Background: an optimization exercise with open tools, aiming at small area, a short achievable clock period and few clock cycles. Do not read the settings as production practice.
In this exercise RTL edits were held to simulation tests only and were not proved equivalent to the original.

File: design/flow/design.v
module modarith_engine (
    input  wire        clk,
    input  wire        rst,
    input  wire        start,
    input  wire [2:0]  op,
    input  wire        b52,
    input  wire [63:0] a,
    input  wire [63:0] b,
    input  wire [63:0] c,
    input  wire [63:0] q,
    output wire        ready,
    output reg         done,
    output reg  [63:0] result,
    output reg  [2:0]  err_code,
    output reg  [7:0]  err_cause,
    output reg  [1:0]  err_index
);
    localparam OP_MULMOD  = 3'd0;
    localparam OP_BRED    = 3'd1;
    localparam OP_POWMOD  = 3'd2;
    localparam OP_PRTEST  = 3'd3;
    localparam OP_MULFAC  = 3'd4;
    localparam OP_MULLAZY = 3'd5;
    localparam EC_NONE     = 3'd0;
    localparam EC_PRECOND  = 3'd1;
    localparam EC_OVERFLOW = 3'd3;
    localparam EC_ILLEGAL  = 3'd5;
    localparam CA_UNDEF_OPCODE    = 8'h01;
    localparam CA_Q_RANGE         = 8'h10;
    localparam CA_OPERAND_RANGE   = 8'h11;
    localparam CA_PRECON_MISMATCH = 8'h1A;
    localparam CA_OPERAND_WIDTH   = 8'h30;
    localparam S_IDLE     = 4'd0;
    localparam S_CHECK    = 4'd1;
    localparam S_MODMUL   = 4'd2;    
    localparam S_DIV      = 4'd3;    
    localparam S_MUL      = 4'd4;    
    localparam S_POW_BASE = 4'd5;
    localparam S_POW_SQ   = 4'd6;
    localparam S_POW_MUL  = 4'd7;
    localparam S_POW_NEXT = 4'd8;
    localparam S_ML_CMP   = 4'd9;
    localparam S_ML_QEST  = 4'd10;
    localparam S_ML_T1    = 4'd11;
    localparam S_ML_T2    = 4'd12;
    localparam S_FINISH   = 4'd13;
    reg  [3:0]  state;
    reg  [3:0]  ret_state;       
    reg  [6:0]  cnt;             
    reg  [2:0]  op_r;
    reg         b52_r;
    reg  [63:0] a_r, b_r, c_r, q_r;
    reg  [63:0] x_r;             
    reg  [63:0] y_r;             
    reg  [63:0] r_r;             
    reg  [63:0] base_r;
    reg  [63:0] exp_r;
    reg  [6:0]  ecnt;
    reg  [63:0] pacc_r;          
    reg  [63:0] qest_r;
    reg  [63:0] t1_r;
    reg  [63:0] res_n;
    reg  [2:0]  ec_n;
    reg  [7:0]  ca_n;
    reg  [1:0]  ix_n;
    assign ready = (state == S_IDLE);
    wire [64:0] dbl      = {r_r, 1'b0};
    wire [64:0] dbl_red  = (dbl >= {1'b0, q_r}) ? dbl - {1'b0, q_r} : dbl;
    wire [64:0] add      = dbl_red + (y_r[63] ? {1'b0, x_r} : 65'd0);
    wire [64:0] add_red  = (add >= {1'b0, q_r}) ? add - {1'b0, q_r} : add;
    wire        div_bit  = (dbl >= {1'b0, q_r});
    wire [64:0] mul_sum  = {1'b0, r_r} + (y_r[0] ? {1'b0, x_r} : 65'd0);
    wire [6:0]  bwidth   = b52_r ? 7'd52 : 7'd64;
    wire        q_ok     = (q_r >= 64'd2) && (q_r < 64'h4000_0000_0000_0000);
    always @(posedge clk) begin
        if (rst) begin
            state     <= S_IDLE;
            done      <= 1'b0;
            result    <= 64'd0;
            err_code  <= 3'd0;
            err_cause <= 8'd0;
            err_index <= 2'd0;
        end else begin
            done <= 1'b0;
            case (state)
                S_IDLE: begin
                    if (start) begin
                        op_r  <= op;
                        b52_r <= b52;
                        a_r   <= a;
                        b_r   <= b;
                        c_r   <= c;
                        q_r   <= q;
                        state <= S_CHECK;
                    end
                end
                S_CHECK: begin
                    res_n <= 64'd0;
                    ec_n  <= EC_NONE;
                    ca_n  <= 8'd0;
                    ix_n  <= 2'd0;
                    if (op_r > OP_MULLAZY) begin
                        ec_n  <= EC_ILLEGAL;
                        ca_n  <= CA_UNDEF_OPCODE;
                        state <= S_FINISH;
                    end else if (!q_ok) begin
                        ec_n  <= EC_PRECOND;
                        ca_n  <= CA_Q_RANGE;
                        state <= S_FINISH;
                    end else begin
                        case (op_r)
                            OP_MULMOD: begin
                                if (a_r >= q_r) begin
                                    ec_n <= EC_PRECOND; ca_n <= CA_OPERAND_RANGE; ix_n <= 2'd1;
                                    state <= S_FINISH;
                                end else if (b_r >= q_r) begin
                                    ec_n <= EC_PRECOND; ca_n <= CA_OPERAND_RANGE; ix_n <= 2'd2;
                                    state <= S_FINISH;
                                end else begin
                                    x_r <= a_r; y_r <= b_r; r_r <= 64'd0; cnt <= 7'd64;
                                    ret_state <= S_FINISH;
                                    state <= S_MODMUL;
                                end
                            end
                            OP_BRED: begin
                                x_r <= 64'd1; y_r <= a_r; r_r <= 64'd0; cnt <= 7'd64;
                                ret_state <= S_FINISH;
                                state <= S_MODMUL;
                            end
                            OP_POWMOD, OP_PRTEST: begin
                                exp_r <= (op_r == OP_PRTEST) ? {1'b0, b_r[63:1]} : b_r;
                                ecnt  <= 7'd64;
                                x_r <= 64'd1; y_r <= a_r; r_r <= 64'd0; cnt <= 7'd64;
                                ret_state <= S_POW_BASE;
                                state <= S_MODMUL;
                            end
                            OP_MULFAC: begin
                                if (a_r >= q_r) begin
                                    ec_n <= EC_PRECOND; ca_n <= CA_OPERAND_RANGE; ix_n <= 2'd1;
                                    state <= S_FINISH;
                                end else begin
                                    r_r <= a_r; y_r <= 64'd0; cnt <= bwidth;
                                    ret_state <= S_FINISH;
                                    state <= S_DIV;
                                end
                            end
                            default: begin  
                                if (b_r >= q_r) begin
                                    ec_n <= EC_PRECOND; ca_n <= CA_OPERAND_RANGE; ix_n <= 2'd2;
                                    state <= S_FINISH;
                                end else begin
                                    r_r <= b_r; y_r <= 64'd0; cnt <= bwidth;
                                    ret_state <= S_ML_CMP;
                                    state <= S_DIV;
                                end
                            end
                        endcase
                    end
                end
                S_MODMUL: begin
                    r_r <= add_red[63:0];
                    y_r <= {y_r[62:0], 1'b0};
                    cnt <= cnt - 7'd1;
                    if (cnt == 7'd1) begin
                        state <= ret_state;
                        res_n <= add_red[63:0];
                    end
                end
                S_DIV: begin
                    r_r <= div_bit ? (dbl[63:0] - q_r) : dbl[63:0];
                    y_r <= {y_r[62:0], div_bit};
                    cnt <= cnt - 7'd1;
                    if (cnt == 7'd1) begin
                        state <= ret_state;
                        res_n <= {y_r[62:0], div_bit};
                    end
                end
                S_MUL: begin
                    r_r <= mul_sum[64:1];
                    y_r <= {mul_sum[0], y_r[63:1]};
                    cnt <= cnt - 7'd1;
                    if (cnt == 7'd1)
                        state <= ret_state;
                end
                S_POW_BASE: begin
                    base_r <= r_r;
                    pacc_r <= 64'd1;
                    state  <= S_POW_SQ;
                end
                S_POW_SQ: begin
                    if (ecnt == 7'd0) begin
                        if (op_r == OP_PRTEST)
                            res_n <= (pacc_r == q_r - 64'd1) ? 64'd1 : 64'd0;
                        else
                            res_n <= pacc_r;
                        state <= S_FINISH;
                    end else begin
                        x_r <= pacc_r; y_r <= pacc_r; r_r <= 64'd0; cnt <= 7'd64;
                        ret_state <= S_POW_MUL;
                        state <= S_MODMUL;
                    end
                end
                S_POW_MUL: begin
                    pacc_r <= r_r;
                    if (exp_r[63]) begin
                        x_r <= r_r; y_r <= base_r; r_r <= 64'd0; cnt <= 7'd64;
                        ret_state <= S_POW_NEXT;
                        state <= S_MODMUL;
                    end else begin
                        exp_r <= {exp_r[62:0], 1'b0};
                        ecnt  <= ecnt - 7'd1;
                        state <= S_POW_SQ;
                    end
                end
                S_POW_NEXT: begin
                    pacc_r <= r_r;
                    exp_r  <= {exp_r[62:0], 1'b0};
                    ecnt   <= ecnt - 7'd1;
                    state  <= S_POW_SQ;
                end
                S_ML_CMP: begin
                    if (y_r != c_r) begin
                        ec_n <= EC_PRECOND; ca_n <= CA_PRECON_MISMATCH; ix_n <= 2'd3;
                        res_n <= 64'd0;
                        state <= S_FINISH;
                    end else if (b52_r && (a_r[63:52] != 12'd0)) begin
                        ec_n <= EC_OVERFLOW; ca_n <= CA_OPERAND_WIDTH; ix_n <= 2'd1;
                        res_n <= 64'd0;
                        state <= S_FINISH;
                    end else begin
                        x_r <= a_r; y_r <= c_r; r_r <= 64'd0; cnt <= 7'd64;
                        ret_state <= S_ML_QEST;
                        state <= S_MUL;
                    end
                end
                S_ML_QEST: begin
                    qest_r <= b52_r ? {12'd0, r_r[39:0], y_r[63:52]} : r_r;
                    x_r <= a_r; y_r <= b_r; r_r <= 64'd0; cnt <= 7'd64;
                    ret_state <= S_ML_T1;
                    state <= S_MUL;
                end
                S_ML_T1: begin
                    t1_r <= y_r;
                    x_r <= qest_r; y_r <= q_r; r_r <= 64'd0; cnt <= 7'd64;
                    ret_state <= S_ML_T2;
                    state <= S_MUL;
                end
                S_ML_T2: begin
                    res_n <= t1_r - y_r;
                    state <= S_FINISH;
                end
                S_FINISH: begin
                    done      <= 1'b1;
                    result    <= res_n;
                    err_code  <= ec_n;
                    err_cause <= ca_n;
                    err_index <= ix_n;
                    state     <= S_IDLE;
                end
                default: state <= S_IDLE;
            endcase
        end
    end
endmodule
File: design/flow/run.sh
#!/bin/bash
# synth_recipe.tcl (not shown) runs the flow's synth.tcl, then flattens the netlist and writes it again
# the make line also repeats each setting of config.mk as NAME=value (left out here)
make -C /OpenROAD-flow-scripts/flow DESIGN_CONFIG=/design/flow/config.mk WORK_HOME=/design/flow/orfs CLKGATE_MAP_FILE= SYNTH_SCRIPT=/design/flow/synth_recipe.tcl finish
File: design/flow/config.mk
export PLATFORM = sky130hd
export DESIGN_NAME = modarith_engine
export DESIGN_NICKNAME = modarith_engine
export VERILOG_FILES = /design/flow/design.v
export SDC_FILE = /design/flow/constraint.sdc
export NUM_CORES = 8
export LEC_CHECK = 0
export CAP_MARGIN = 20
export CORE_MARGIN = 2
export CORE_UTILIZATION = 30
export PLACE_DENSITY = 0.45
export SLEW_MARGIN = 20
File: design/flow/constraint.sdc
create_clock -name core_clock -period 12.0 [get_ports {clk}]
set_input_delay 2.4000 -clock core_clock [delete_from_list [all_inputs] [get_ports {clk}]]
set_output_delay 2.4000 -clock core_clock [all_outputs]
set_load 0.01 [all_outputs]
==> qor.csv <==
stage,metric,value,unit
logic_synthesis,syn_area_per_cell,9.531,sq um
run,max-cap-violations,0,
die,initial_core_util,30.17,%
cts,root_buffer,clkbuf_16,
global_route,grt_pass1_vias,59720,
die,rows,172,
cts,ctsResizeCount,0,
setup_path,crit_slowest_cell,or4_4,
sta,tns,0,ps
detailed_routing,viasPerCell,6.120,
logic_synthesis,ys_ff_latch,939,
sta,setup_slack,334.6,ps
cts,htreeDepth,3,
logic_synthesis,synth-async-reset-ratio,0,%
sta,period_needed,11670,ps
layout,final_common_cell,nand2_1,
placement,io_buffer_count,338,
detailed_routing,post_drt_wl_per_cell,36.33,um
global_route,grt_pass1_wl,505.4,mm
logic_synthesis,ys.flop_type,edfxtp_1,
layout,layout_common_cells,"1027 x nand2_1, 862 x edfxtp_1, 584 x a21oi_1",
sta,slew_headroom,13.96,%
sta,clock.fmax,85.72,MHz
layout,syn2layout_area_growth,18.38,%
cts,post_cts_buffers,0,
die,die_h,473.9,um
layout,num-fill-cells,22410,
placement,gp_congestion,1.038,
logic_synthesis,synth_cell_types,115,
global_route,grt_use_met3,6.481,%
sta,hold_viol,0,
global_route,grt_use_met2,50.12,%
hold_path,worstHoldPathCells,2,
detailed_routing,drtIter0Drc,8886,
detailed_routing,firstDrtPassIters,11,
global_route,grt-busiest-layer,met2,
sta,worst_slew_pin_slew,1291,ps
layout,drive_gt1_share,9.233,%
sta,slew_violations,0,
global_route,grt.overflow.total,0,
logic_synthesis,synth_top_area_share,39.08,%
cts,cts_tree,done,
logic_synthesis,synth_area_leaders,"edfxtp_1 39%, ha_1 8.6%, nand2_1 5.9%",
sta,grt_setup_unrepaired,false,
detailed_routing,antenna_left,0,
die,core,219500,sq um
logic_synthesis,synth_warnings,1,
logic_synthesis,synth-edff-count,862,
setup_path,end_kind,flip-flop,
placement,post-dp-hpwl,284.7,mm
detailed_routing,route.detailed.drc,0,
setup_path,r2r_cells,37,
logic_synthesis,synth_area,66230,sq um
cts,path_clk_slew,70,ps
cts,clk-insertion-delay-late,830,ps
placement,post-place-ws,365.2,ps
setup_path,slowest_delay,730,ps
detailed_routing,wl,373.6,mm
setup_path,criticalPathCategory,reg2reg,
global_route,grt_use_total,32.22,%
layout,final_nets,8028,
setup_path,arrival,12240,ps
cts,cts_buffers,119,
global_route,use_met1,40.57,%
run_status,status,finished clean,
die,dieArea,224600,sq um
hold_path,hp-class,reg2reg,
logic_synthesis,syn_inst,6949,
die,die_w,473.9,um
cts,hold_buffers,0,
logic_synthesis,yosysTopAreaCell,edfxtp_1,
detailed_routing,vias,62940,
sta,setup-violations-final,0,
sta,clock_skew,67.51,ps
global_route,antenna_found_initial,23,
global_route,grt_max_degree,129,
die,ioPinCount,342,
cts,clk_path_buf_depth,3,
logic_synthesis,ys_seq_area_share,41.41,%
setup_path,path_max_fanout,20,
setup_path,worst_ep_required_time,12570,ps
cts,cts.sinks,939,
setup_path,worst_setup_path_start_kind,flip-flop,
sta,fin_crit_sh,97.21,%
-- cell families (layout without fill, tap and decap cells) --
kind of cell               Yosys count  count (layout)  share of synthesized area (%)
other                                1               9                       0.005662
buffers and inverters              609            1066                          3.650
AOI/OAI and AO/OA                 2145            2145                          21.88
muxes                              164             164                          2.609
xor gates and xnor gates           461             461                          6.119
and+or+nand+nor                   2172            2172                          15.62
DFF                                939             939                          41.41
adders and majority gates          458             458                          8.709
-- cell type report --
cell class	instances	area, sq um	area share [%]
clock inverters	64	810.8	1.034
multi-input cells	5403	36740	46.86
repair buffers	632	5679	7.243
flip-flops and latches	939	27430	34.98
diodes	6	15.01	0.01915
well taps	2871	3592	4.581
clock buffers	158	3349	4.272
inverters	212	795.8	1.015
-- registers in the layout, indices dropped and copies added (netlist names), 3 cells and up --
register   cells
x_r           64
err_code       3
exp_r         64
y_r           64
b_r           64
pacc_r        64
q_r           64
cnt            7
t1_r          64
ret_state      4
ca_n           4
res_n         64
err_cause      3
a_r           64
c_r           64
ecnt           7
op_r           3
state          4
qest_r        64
r_r           64
result        64
base_r        64
-- worst max-delay path: cells and delay by family (launching register included) --
| family | cells | cell delay (ps) |
|---|---|---|
| fa+ha+maj | 3 | 1250 |
| xor+xnor | 1 | 200 |
| flops | 1 | 600 |
| compound gates | 15 | 3450 |
| mux | 1 | 370 |
| buf+inv | 6 | 1340 |
| simple gates | 11 | 4110 |
-- per-stage QoR --
stage                     instance area, sq um  hold slack, ps  util, %  instances
after floorplan                          66240           471.3        -       6951
after global placement                   74160           446.7    33.78      10050
after detailed placement                 74210           447.7    33.81      10060
after CTS                                78370           455.5    35.70      10280
after global routing                     78400           467.8    35.71      10280
final                                    78410           453.0    35.72      10290
-- cells in the mapped netlist, types with 13 or more instances --
cell type     n
and3_1       80
nor3_1       93
o21ai_1      27
a31oi_1      96
nor4_1       37
nor2_1      218
mux2i_1      95
inv_1       211
a221oi_1    114
a31o_2       14
and2_1      206
o211ai_1     45
a21o_1      290
mux2_2       69
a2111oi_0    13
a222oi_1    183
buf_1        32
xnor2_1     308
o21a_1       43
dfxtp_1      77
ha_1        453
a22oi_1      28
nand2_1    1034
o21bai_1     56
xor2_1      151
a221o_1      14
o21ai_0     393
buf_2        33
nand2b_1     43
edfxtp_1    862
a22o_1       26
a21oi_1     587
nand3_1     180
o31ai_1      18
nand4_1     116
and4_1       23
nor2b_1      60
a211o_1      14
clkbuf_1    318
or3_1        19
a211oi_1     51
-- metal layers --
| layer | wire length, um | part of all wire (%) |
|---|---|---|
| met1 | 148800 | 40 |
| met2 | 164600 | 44 |
| met3 | 30780 | 8.2 |
| met4 | 29220 | 7.8 |
| met5 | 156 | 0.042 |
-- path summary, 6_finish.rpt --
kind | startpoint | slack (ps) | end
max | q_r[1] | 330 | res_n[0]
min | result[41] | 450 | result[41]
max reg2reg | q_r[1] | 330 | res_n[0]
min reg2reg | result[41] | 450 | result[41]
Testbench counts, summed over its fixed seeds: cycles 621,123.

-- port drivers added, routing unchanged --
The results above use ideal ports. As a check the final layout listed here was re-extracted and re-timed, cells and wires unchanged. Step 1 sets driving cells, clkbuf_16 on the clock port and buf_2 on the other inputs (assumed; they add their load-dependent delay and slew). Step 2 moves the port delays by t, midway between the first and last clock arrival at a register: inputs arrive t later, outputs are due t later. That takes back most of the time a late clock gives input paths. Three values: no drivers, after step 1, after step 2; two values: the first two.
t, ns: 0.891
setup slack, ns: 0.335 / 0.335 / 0.335
worst setup path at the end: register to register
slew at the worst register clock pin (ns): 0.07 / 0.07
After both steps this run still meets setup and hold. The setup slack of this run moves by 0.000 ns with the drivers and by 0.000 ns with both steps.
